Context: an optimization exercise on an open-source flow, tuned for small area and a short achievable clock period. The choices shown serve that exercise and are no tape-out recipe. RTL that was checked went through simulation tests only; none was proved equivalent to the original. The flow treats the clock pin as an ideal source. Dropping or thinning the clock tree relies on that and would not hold on a real chip. Power figures rest on the tool's default switching activity, not on a simulated workload.

## jtag_pdi_sniffer
module jtag_pdi_sniffer (
    input  wire       clk,
    input  wire       rst,         
    input  wire       smp_valid,   
    input  wire       tms,
    input  wire       tdi,
    input  wire       tdo,
    output wire       out_valid,
    output wire [7:0] out_data,
    output wire       pdi_err
);
    localparam [3:0] S_RESET      = 4'hF,
                     S_IDLE       = 4'hC,
                     S_SELECT_DR  = 4'h7,
                     S_CAPTURE_DR = 4'h6,
                     S_SHIFT_DR   = 4'h2,
                     S_EXIT1_DR   = 4'h1,
                     S_PAUSE_DR   = 4'h3,
                     S_EXIT2_DR   = 4'h0,
                     S_UPDATE_DR  = 4'h5,
                     S_SELECT_IR  = 4'h4,
                     S_CAPTURE_IR = 4'hE,
                     S_SHIFT_IR   = 4'hA,
                     S_EXIT1_IR   = 4'h9,
                     S_PAUSE_IR   = 4'hB,
                     S_EXIT2_IR   = 4'h8,
                     S_UPDATE_IR  = 4'hD;
    reg sv, st, si, so, rr;
    always @(posedge clk) begin
        sv <= smp_valid;
        st <= tms;
        si <= tdi;
        so <= tdo;
        rr <= rst;
    end
    reg [3:0]  tap;
    reg        ir_id;      
    reg        ir_pdi;     
    reg [3:0]  irs;
    reg [31:0] dri;
    reg [31:22] dro;
    reg        par_w;      
    reg        par_r;      
    reg [3:0] tap_next;
    always @(*) begin
        case (tap)
            S_RESET:      tap_next = st ? S_RESET     : S_IDLE;
            S_IDLE:       tap_next = st ? S_SELECT_DR : S_IDLE;
            S_SELECT_DR:  tap_next = st ? S_SELECT_IR : S_CAPTURE_DR;
            S_CAPTURE_DR: tap_next = st ? S_EXIT1_DR  : S_SHIFT_DR;
            S_SHIFT_DR:   tap_next = st ? S_EXIT1_DR  : S_SHIFT_DR;
            S_EXIT1_DR:   tap_next = st ? S_UPDATE_DR : S_PAUSE_DR;
            S_PAUSE_DR:   tap_next = st ? S_EXIT2_DR  : S_PAUSE_DR;
            S_EXIT2_DR:   tap_next = st ? S_UPDATE_DR : S_SHIFT_DR;
            S_UPDATE_DR:  tap_next = st ? S_SELECT_DR : S_IDLE;
            S_SELECT_IR:  tap_next = st ? S_RESET     : S_CAPTURE_IR;
            S_CAPTURE_IR: tap_next = st ? S_EXIT1_IR  : S_SHIFT_IR;
            S_SHIFT_IR:   tap_next = st ? S_EXIT1_IR  : S_SHIFT_IR;
            S_EXIT1_IR:   tap_next = st ? S_UPDATE_IR : S_PAUSE_IR;
            S_PAUSE_IR:   tap_next = st ? S_EXIT2_IR  : S_PAUSE_IR;
  ...
==> flow/config.mk <==
export PLATFORM = sky130hd
export DESIGN_NAME = jtag_pdi_sniffer
export DESIGN_NICKNAME = jtag_pdi_sniffer
export VERILOG_FILES = /design/flow/design.v
export SDC_FILE = /design/flow/constraint.sdc
export NUM_CORES = 4
export LEC_CHECK = 0
export CAP_MARGIN = 20
export CORE_MARGIN = 2
export CORE_UTILIZATION = 65
export PLACE_DENSITY = 0.75
export SETUP_SLACK_MARGIN = 4.55
export SLEW_MARGIN = 20
==> flow/constraint.sdc <==
create_clock -name core_clock -period 6.5 [get_ports {clk}]
set_input_delay 1.3000 -clock core_clock [delete_from_list [all_inputs] [get_ports {clk}]]
set_output_delay 1.3000 -clock core_clock [all_outputs]
set_load 0.01 [all_outputs]
standard.sh (not shown) runs the stock make flow with config.mk's settings and CLKGATE_MAP_FILE= SYNTH_SCRIPT=/design/flow/synth_recipe.tcl, a recipe that flattens the netlist after the stock synthesis.
==> flow/flow/run.sh <==
#!/bin/bash
# Standard ORFS layout, except that the clock tree is built by flow/pre_cts.tcl
# (a flat tree of four clock buffers) instead of TritonCTS.
set -euo pipefail
W=$(pwd)
export PRE_CTS_TCL="$W/flow/pre_cts.tcl"
bash standard.sh finish > "$W/orfs_flow.log" 2>&1
==> flow/flow/pre_cts.tcl <==
# Replace TritonCTS with a small balanced clock tree: the clock port drives
# four buffers, each driving two leaf buffers, each driving the registers of
# one region (see mcts.tcl).
source [file join [file dirname [info script]] mcts.tcl]
manual_cts 4 2 sky130_fd_sc_hd__buf_8 sky130_fd_sc_hd__buf_8
rename clock_tree_synthesis orig_clock_tree_synthesis
proc clock_tree_synthesis {args} {
  puts "clock_tree_synthesis: replaced by the manual clock tree"
  set_propagated_clock [all_clocks]
}
Other scripts of this flow, unchanged in this note and not shown: flow/flow/mcts.tcl
The first run finished with timing, DRC and antenna clean.
==> next run, changes <==
CORE_UTILIZATION = 72   (was 65)
PLACE_DENSITY = 0.8   (was 0.75)
SETUP_SLACK_MARGIN = 4.5   (was 4.55)
The changed run passed the timing, design-rule and antenna checks.
Synthesized area does not change.
Via count grows by 5.6%.
Combinational power is higher by about 2%.
Design area is about the same.
Final cell count is lower by about 1.2%.
Worst setup slack degrades by 12 ps.
Clock skew climbs by 8.5 ps.
==> next run, changes <==
--- a/flow/flow/pre_cts.tcl
+++ b/flow/flow/pre_cts.tcl
@@ -4,3 +4,3 @@
 source [file join [file dirname [info script]] mcts.tcl]
-manual_cts 4 2 sky130_fd_sc_hd__buf_8 sky130_fd_sc_hd__buf_8
+manual_cts 4 2 sky130_fd_sc_hd__buf_12 sky130_fd_sc_hd__buf_8
 rename clock_tree_synthesis orig_clock_tree_synthesis
CORE_UTILIZATION = 65   (was 72)
PLACE_DENSITY = 0.75   (was 0.8)
SETUP_SLACK_MARGIN = 4.6   (was 4.5)
Result: Wire length went down by 4.7%. Worst hold slack improved by 13 ps. Final cell count went up by 2.9%. Synthesized area is unchanged. Flip-flop and latch count stays the same. Die area went up by 10%.
Function was not checked in any run of this note: the RTL went through the layout flow alone. No run of this note takes its clock network from TritonCTS; it comes from the design's own scripts or RTL.

---

Setup of run A:
Another version of the RTL of jtag_pdi_sniffer (not shown whole).
Size in the first run: roughly 600 cells after synthesis, roughly 150 flip-flops, about 5800 sq um of cells after synthesis.
clock: 6.5 ns
lec_check: 0
cap_margin: 20
core_margin: 2
core_utilization: 72
place_density: 0.8
setup_slack_margin: 4.5
slew_margin: 20
tns_end_percent: 5
==> flow/flow/mcts.tcl <==
proc mcts_split {items idx parts} {
  set s [lsort -integer -index $idx $items]
  set n [llength $s]
  set per [expr {double($n) / $parts}]
  set out {}
  for {set k 0} {$k < $parts} {incr k} {
    lappend out [lrange $s [expr {int(round($k * $per))}] [expr {int(round(($k + 1) * $per)) - 1}]]
  }
  return $out
}

proc mcts_centre {items} {
  set sx 0; set sy 0
  foreach s $items { set sx [expr {$sx + [lindex $s 1]}]; set sy [expr {$sy + [lindex $s 2]}] }
  return [list [expr {int($sx / [llength $items])}] [expr {int($sy / [llength $items])}]]
}

proc mcts_buffer {name master x y innet outnet} {
  set block [ord::get_db_block]
  set m [[ord::get_db] findMaster $master]
  set inst [odb::dbInst_create $block $m $name]
  $inst setLocation $x $y
  $inst setPlacementStatus PLACED
  [$inst findITerm A] connect $innet
  [$inst findITerm X] connect $outnet
  return $inst
}

proc manual_cts {cols rows leaf {top ""}} {
  set block [ord::get_db_block]
  set clknet [$block findNet clk]
  set sinks {}
  foreach it [$clknet getITerms] {
    set bb [[$it getInst] getBBox]
    lappend sinks [list $it [expr {([$bb xMin] + [$bb xMax]) / 2}] [expr {([$bb yMin] + [$bb yMax]) / 2}]]
  }
  set groups {}
  foreach col [mcts_split $sinks 1 $cols] {
    foreach g [mcts_split $col 2 $rows] { lappend groups $g }
  }
  set nl [llength $groups]
  if {$top eq ""} {
    set tops [list]
    for {set i 0} {$i < $nl} {incr i} { lappend tops [list $i] }
  } else {
    # groups are column-major; consecutive groups are neighbours
    set per [expr {$nl / 4}]
    set tops [list]
    for {set t 0} {$t < 4} {incr t} {
      set l {}
      for {set j 0} {$j < $per} {incr j} { lappend l [expr {$t * $per + $j}] }
      lappend tops $l
    }
  }
  set t 0
  foreach tl $tops {
    if {$top eq ""} {
      set drvnet $clknet
    } else {
      set drvnet [odb::dbNet_create $block "mclknet_t$t"]
      $drvnet setSigType CLOCK
      set pts {}
      foreach i $tl { lappend pts [concat [list x] [mcts_centre [lindex $groups $i]]] }
      set c [mcts_centre $pts]
      mcts_buffer "mclkbuf_t$t" $top [lindex $c 0] [lindex $c 1] $clknet $drvnet
    }
    foreach i $tl {
      set g [lindex $groups $i]
      set net [odb::dbNet_create $block "mclknet_$i"]
      $net setSigType CLOCK
      foreach s $g { set it [lindex $s 0]; $it disconnect; $it connect $net }
      set c [mcts_centre $g]
      mcts_buffer "mclkbuf_$i" $leaf [lindex $c 0] [lindex $c 1] $drvnet $net
    }
    incr t
  }
  puts "manual_cts: [llength $sinks] sinks, $nl leaf buffers ($leaf), top buffers: [expr {$top eq "" ? 0 : 4}] ($top)"
}
==> flow/flow/pre_cts.tcl <==
# Replace TritonCTS with a small balanced clock tree: the clock port drives
# four buffers, each driving two leaf buffers, each driving the registers of
# one region (see mcts.tcl).
source [file join [file dirname [info script]] mcts.tcl]
manual_cts 4 2 sky130_fd_sc_hd__buf_8 sky130_fd_sc_hd__buf_8
rename clock_tree_synthesis orig_clock_tree_synthesis
proc clock_tree_synthesis {args} {
  puts "clock_tree_synthesis: replaced by the manual clock tree"
  set_propagated_clock [all_clocks]
}
Scripts as last shown in full above: flow/flow/run.sh
## Diff of input files: run B against run A
Settings: TNS_END_PERCENT no longer set, was 5; CORE_UTILIZATION now 75, was 72; PLACE_DENSITY now 0.82, was 0.8.
==> results.txt <==
Compared run A against run B; later-pin clock latency in the skew report within noise.
Going from run A to run B, number of nets in the layout grows by 3.
Run B reached the final stage; the timing, design-rule and antenna checks on its layout passed.
Run B ends up with a relative slew slack that is 16 points lower than in run A.
Run B against run A: final area went up by 63 sq um; total congestion overflow has remained practically unchanged.
--- input diff run B..run C ---
Settings: CORE_UTILIZATION now 72, was 75; PLACE_DENSITY now 0.8, was 0.82.
-- flow/flow/mcts.tcl --
<<< run B, line 25
  [$inst findITerm X] connect $outnet
>>> run C, line 25
  [$inst findITerm [expr {[string match "*inv*" $master] ? "Y" : "X"}]] connect $outnet
-- flow/flow/pre_cts.tcl --
<<< run B, line 2
# four buffers, each driving two leaf buffers, each driving the registers of
# one region (see mcts.tcl).
>>> run C, line 2
# four inverters, each driving two leaf inverters, each driving the registers
# of one region (see mcts.tcl).  Two inversions: the registers see clk.
<<< run B, line 5
manual_cts 4 2 sky130_fd_sc_hd__buf_8 sky130_fd_sc_hd__buf_8
>>> run C, line 5
manual_cts 4 2 sky130_fd_sc_hd__inv_8 sky130_fd_sc_hd__inv_4
Findings:
Run C: DPL-0038 in clock tree synthesis (4_1_cts) -> run aborted. On total cell area at the placement stage, run C and run B are neck and neck. Delta (run C minus run B): die outline width saw an increase, post-synthesis instance area about even, die span in y moved up, number of cell rows picked up an extra 3.2%, post-cts gate resize count +about 100%. From run B to run C, number of primary I/O pins did not move at all. Run C: initial core utilization is 4.0 points lower than what run B reported. Comparing run C and run B, the lower routability congestion estimate was measured on run C.
## Diff of input files: run D against run C
Settings: swapping 4.5 for 4.6 in SETUP_SLACK_MARGIN.
-- flow/flow/pre_cts.tcl --
<<< run C, line 6
>>> run D, line 6
# cts.tcl next clones clock inverters next to each register; the tree is
# already complete, so that step is skipped too.
rename repair_clock_inverters orig_repair_clock_inverters
proc repair_clock_inverters {args} {
  puts "repair_clock_inverters: skipped, the manual clock tree is complete"
}
--- outcome ---
Run D went all the way through synthesis, placement and routing and the layout is clean on timing, DRC and antenna. Run C and run D ended up with roughly the same compound-gate portion of the synthesized area. Diff run C..run D | synthesized area | unchanged. Run C and run D ended up with roughly the same placed standard-cell area. Number of unique standard cell types used by synthesis came out exactly the same in run C and run D. Diff run D..run C | synthesized-area fraction occupied by xor and xnor cells | unchanged. Diff run C -> run D: routability congestion estimate from global placement moved up, total half-perimeter wirelength after legalization and detailed placement moved down, post-placement worst setup slack moved down.
In run A, run B and run D the design's own scripts or RTL, not TritonCTS, make the clock network.

[re-timing with driven ports]
No port has a modelled driver above. Below, the same layouts with a new extraction and two added sets of constraints.
Step 1: set_driving_cell puts a clkbuf_16 on clk and a buf_2 on each other input, an assumption about the parent block.
Step 2 moves the port delays by t, midway between the first and last clock arrival at a register: inputs arrive t later, outputs are due t later. That takes back most of the time a late clock gives input paths.
a / b / c = ideal ports / drivers / drivers and shift; a / b = the first two.
run | t, ns | slack for setup (ns) | worst data-port slew with drivers (ns)
the first run of note 1 | 0.306 | 4.528 / 4.459 / 4.366 | 0.03
the second run of note 1 | 0.307 | 4.516 / 4.441 / 4.304 | 0.04
the third run of note 1 | 0.302 | 4.532 / 4.461 / 4.368 | 0.03
run A | 0.307 | 4.405 / 4.336 / 4.357 | 0.03
run B | 0.305 | 4.516 / 4.444 / 4.384 | 0.03
run D | 0.231 | 4.518 / 4.518 / 4.518 | 0.03
After both steps setup and hold are still met in every run listed. The setup slack of the second run of note 1, which loses most, moves by -0.075 ns with the drivers and by -0.212 ns with both steps.
